Background: an optimization exercise with open tools, aiming at small area. Do not read the settings as production practice. Only simulation tests tie the RTL to the original design; equivalence was not proved. Power figures rest on the tool's default switching activity, not on a simulated workload.

==> module thumbdv_pe, before the edit <==
module thumbdv_pe (
    input  wire        clk,
    input  wire        rst,           
    output wire        tx_valid,
    output wire [7:0]  tx_data,
    output wire [16:0] tx_count,
    input  wire        tx_ready,
    input  wire        tx_fault,
    output wire        rx_ready,
    input  wire        rx_valid,
    input  wire [7:0]  rx_data,
    input  wire        rx_short,
    input  wire        rx_fault,
    output wire [16:0] rd_count,
    output wire [16:0] rd_got,
    output wire [2:0]  sstate,
    output wire [2:0]  step,
    output wire        failed,
    output wire [2:0]  fail_step,
    output wire [2:0]  fail_cause,
    output reg         id_valid,
    output wire        id_sel,
    output reg  [7:0]  id_data,
    output wire        id_done,
    output wire        progress
);
    localparam [2:0] C_IO       = 3'd1;
    localparam [2:0] C_SHORT    = 3'd2;
    localparam [2:0] C_MARKER   = 3'd3;
    localparam [2:0] C_CONTENT  = 3'd4;
    localparam [2:0] C_LENGTH   = 3'd5;
    localparam [7:0]  MARKER    = 8'h61;
    localparam [16:0] STREAM_N  = 17'd323;    
    reg        rx_q;       
    reg        pay_q;      
    reg [2:0]  step_q;
    reg [2:0]  cause_q;    
    reg [15:0] got_q;      
    reg [15:0] len_q;      
    reg        lenph_q;    
    reg        mis_q;      
    reg        fin_q;      
    wire halted = |cause_q;
    wire ph_mark  = rx_q && !pay_q && !lenph_q;
    wire ph_lenhi = rx_q && !pay_q && lenph_q && !got_q[0];
    wire ph_lenlo = rx_q && !pay_q && lenph_q && got_q[0];
    wire [7:0] cmd_byte;
    wire [4:0] cmd_len;
    wire       cmd_last;
    pe_cmd_rom u_cmd_rom (.step(step_q), .idx(got_q[4:0]), .data(cmd_byte), .last(cmd_last), .len(cmd_len));
    wire idx_lt4 = (got_q[15:2] == 14'd0);
    wire byte_mis, long_enough;
    pe_tpl_rom u_tpl_rom (.step(step_q), .idx_lt4(idx_lt4), .idx(got_q[1:0]), .data(rx_data),
                          .mis(byte_mis), .long_enough(long_enough));
    assign tx_valid   = !rx_q && !halted;
    assign tx_data    = cmd_byte;
    assign tx_count   = {12'd0, cmd_len};
    assign rx_ready   = rx_q;
    wire [16:0] len_p1 = {1'b0, len_q} + 17'd1;
    assign rd_count   = pay_q ? len_p1 : {15'd0, lenph_q, !lenph_q};
    assign rd_got     = {1'b0, got_q};
    assign step       = step_q;
    assign failed     = halted;
    assign fail_cause = cause_q;
    assign fail_step  = halted ? step_q : 3'd0;
    assign sstate     = halted       ? 3'd4 :
                        step_q == 3'd0 ? 3'd0 :
                        step_q <  3'd4 ? 3'd1 :
                        step_q <  3'd6 ? 3'd2 : 3'd3;
    assign id_done    = fin_q && (step_q == 3'd2 || step_q == 3'd3);
    assign progress   = fin_q && (step_q == 3'd6);
    assign id_sel     = fin_q ? step_q[0] : step_q[1];
    wire        step_en = rx_q ? rx_valid : tx_ready;
    wire [16:0] inc = {1'b0, got_q} + {16'd0, step_en};
    wire tx_acc   = tx_valid && !tx_fault && tx_ready;
    wire tx_last  = cmd_last;
    wire rx_acc   = rx_q && !rx_fault && !rx_short && rx_valid;
    wire pay_last = (got_q == len_q);
    wire mis_all  = mis_q || byte_mis;
    wire id_step  = (step_q == 3'd1) || (step_q == 3'd2);
    wire pay_end  = rx_acc && pay_q && pay_last;
    reg       fr_ok;
    reg [2:0] fr_cause;
    always @* begin
        fr_ok = 1'b0;
        fr_cause = C_CONTENT;
        if (id_step) begin
            fr_ok = 1'b1;
        end else if (step_q == 3'd6) begin
            if (len_q != STREAM_N[15:0] - 16'd1) fr_cause = C_LENGTH;
            else fr_ok = !mis_all;
        end else begin
            fr_ok = !mis_all && long_enough;
        end
    end
    reg [2:0] fail_now;
    always @* begin
        fail_now = 3'd0;
        if (tx_valid && tx_fault) fail_now = C_IO;
        else if (rx_q && rx_fault) fail_now = C_IO;
        else if (rx_q && rx_short) fail_now = C_SHORT;
        else if (rx_acc && ph_mark && rx_data != MARKER) fail_now = C_MARKER;
        else if (pay_end && !fr_ok) fail_now = fr_cause;
    end
    wire frame_ok = pay_end && fr_ok;
    always @(posedge clk) begin
        if (rst) begin
            rx_q     <= 1'b0;
            step_q   <= 3'd0;
            cause_q  <= 3'd0;
            got_q    <= 16'd0;
            fin_q    <= 1'b0;
            id_valid <= 1'b0;
        end else begin
            fin_q    <= frame_ok;
            id_valid <= rx_acc && pay_q && id_step && (!idx_lt4 || got_q[1]);
            if (fail_now != 3'd0) begin
                cause_q <= fail_now;
                rx_q    <= 1'b0;
            end else if (tx_acc && tx_last) begin
                rx_q <= 1'b1;
                if (step_q == 3'd5) step_q <= 3'd6;
            end else if (frame_ok) begin
                rx_q <= 1'b0;
                if (step_q != 3'd6) step_q <= step_q + 3'd1;
            end
            if (ph_lenlo)
                got_q <= {15'd0, !rx_valid};
            else if (step_en && ((!rx_q && tx_last) || ph_mark || (rx_q && pay_q && pay_last)))
                got_q <= 16'd0;
            else
                got_q <= inc[15:0];
        end
        pay_q <= rx_q && (pay_q || (ph_lenlo && rx_valid));
        mis_q <= pay_q && (mis_q || (rx_valid && byte_mis));
        lenph_q <= rx_q && !pay_q && (lenph_q || (ph_mark && rx_valid));
        if (ph_lenhi && rx_valid)
            len_q[15:8] <= rx_data;
        if (ph_lenlo && rx_valid)
            len_q[7:0] <= rx_data;
        id_data <= rx_data;
    end
endmodule
Settings: LEC_CHECK=0, CAP_MARGIN=20, CORE_MARGIN=2, CORE_UTILIZATION=40, GPL_TIMING_DRIVEN=0, SLEW_MARGIN=20; clock period 6.0 ns.
standard.sh (not shown) runs the stock make flow with config.mk's settings and CLKGATE_MAP_FILE= SYNTH_SCRIPT=/design/flow/synth_recipe.tcl, a recipe that flattens the netlist after the stock synthesis.
==> flow/flow/run.sh <==
#!/bin/bash
# Own layout flow: the standard ORFS flow (standard.sh) with these changes:
#  - synthesis: ABC maps the logic with an area-oriented script (flow/area.abc), and adders are
#    left to ABC (no full/half-adder cells, no Kogge-Stone carry map); the registers are made by
#    the same Yosys passes as the standard synthesis, so their names and cells are unchanged;
#  - the buffers synthesis leaves on output ports are removed at floorplan (REMOVE_ABC_BUFFERS);
#  - the input and output ports are buffered with sky130_fd_sc_hd__buf_1;
#  - clock tree synthesis inserts no dummy loads (CTS_ARGS below);
#  - constant outputs share the tie cells synthesis made (SKIP_REPAIR_TIE_FANOUT).
# The make output goes to flow.log here; ORFS's per-step logs are under orfs/logs/.
set -euo pipefail
W=$(pwd)
F=$W/flow
{ echo "source $F/abc_area.tcl"; cat "$W/synth_recipe.tcl"; } > "$W/area_synth.tcl"
sed "s#SYNTH_SCRIPT=[^ ]*#SYNTH_SCRIPT=$W/area_synth.tcl#" "$W/standard.sh" > "$W/area_standard.sh"
export MY_ABC_SCRIPT=$F/area.abc
bash "$W/area_standard.sh" ADDER_MAP_FILE= REMOVE_ABC_BUFFERS=1 SKIP_REPAIR_TIE_FANOUT=1 SYNTH_OPERATIONS_ARGS=-nofsm \
  "BUFFER_PORTS_ARGS=-buffer_cell sky130_fd_sc_hd__buf_1" \
  "CTS_ARGS=-sink_clustering_enable -repair_clock_nets -dont_use_dummy_load" \
  finish > "$W/flow.log" 2>&1
==> flow/flow/abc_area.tcl <==
# Loaded before the standard flow's synthesis script: ORFS's technology-mapping call to ABC runs with the
# area-oriented script in $::env(MY_ABC_SCRIPT) instead of ORFS's delay-oriented one. Nothing
# else in synthesis changes (the registers come from the same Yosys passes as before).
proc abc {args} {
  set out {}
  for {set i 0} {$i < [llength $args]} {incr i} {
    set a [lindex $args $i]
    if {$a eq "-script"} { incr i; continue }
    lappend out $a
  }
  set out [linsert $out 0 -script $::env(MY_ABC_SCRIPT)]
  puts "abc (area script): $out"
  yosys abc {*}$out
}
==> flow/flow/area.abc <==
strash
&get -n
&deepsyn -T 30 -I 10
&put
dch -f
amap
Next try:
--- a/flow/design.v
+++ b/flow/design.v
@@ -128,11 +128,10 @@
     reg [15:0] got_q;      
     reg [15:0] len_q;      
-    reg        lenph_q;    
     reg        mis_q;      
     reg        fin_q;      
     wire halted = |cause_q;
-    wire ph_mark  = rx_q && !pay_q && !lenph_q;
-    wire ph_lenhi = rx_q && !pay_q && lenph_q && !got_q[0];
-    wire ph_lenlo = rx_q && !pay_q && lenph_q && got_q[0];
+    wire ph_mark  = rx_q && !pay_q && len_q[0];
+    wire ph_lenhi = rx_q && !pay_q && !len_q[0] && !got_q[0];
+    wire ph_lenlo = rx_q && !pay_q && !len_q[0] && got_q[0];
     wire [7:0] cmd_byte;
     wire [4:0] cmd_len;
@@ -148,5 +147,5 @@
     assign rx_ready   = rx_q;
     wire [16:0] len_p1 = {1'b0, len_q} + 17'd1;
-    assign rd_count   = pay_q ? len_p1 : {15'd0, lenph_q, !lenph_q};
+    assign rd_count   = pay_q ? len_p1 : {15'd0, !len_q[0], len_q[0]};
     assign rd_got     = {1'b0, got_q};
     assign step       = step_q;
@@ -224,7 +223,10 @@
         pay_q <= rx_q && (pay_q || (ph_lenlo && rx_valid));
         mis_q <= pay_q && (mis_q || (rx_valid && byte_mis));
-        lenph_q <= rx_q && !pay_q && (lenph_q || (ph_mark && rx_valid));
         if (ph_lenhi && rx_valid)
             len_q[15:8] <= rx_data;
+        if (!rx_q)
+            len_q[0] <= 1'b1;
+        else if (ph_mark && rx_valid)
+            len_q[0] <= 1'b0;
         if (ph_lenlo && rx_valid)
             len_q[7:0] <= rx_data;
What happened: Clock-buffer cell count does not change; critical path depth decreases by 1; design area decreases by 1.7%; sequential power decreases by about 2%; non-clock buffer count drops by 1; first-iteration DRC count is lower by 32%; fmax rises by 4.8%; setup slack gets better by 0.21 ns; clock skew shrinks by 0.0056 ns; flip-flop and latch count falls by 1.

what the ideal ports hide:
No port has a modelled driver above. Below, the same layouts with a new extraction and two added sets of constraints. Step 1: set_driving_cell puts a clkbuf_16 on clk and a buf_2 on each other input, an assumption about the parent block. Step 2 adds t to the input delays and takes it off the output delays; t is the mean of the earliest and latest rising clock arrival at the registers after step 1. Input paths then give back, and output paths get back, about the clock's delay inside the block. Slacks: ideal ports / drivers / drivers and shift; pairs: ideal ports / drivers.
run	t (ns)	slack for setup (ns)	clock arrival spread, ns
the first run	0.326	1.444 / 1.414 / 1.740	0.030 / 0.030
the second run	0.326	1.650 / 1.623 / 1.880	0.024 / 0.025
After both steps setup and hold are still met in every run listed.
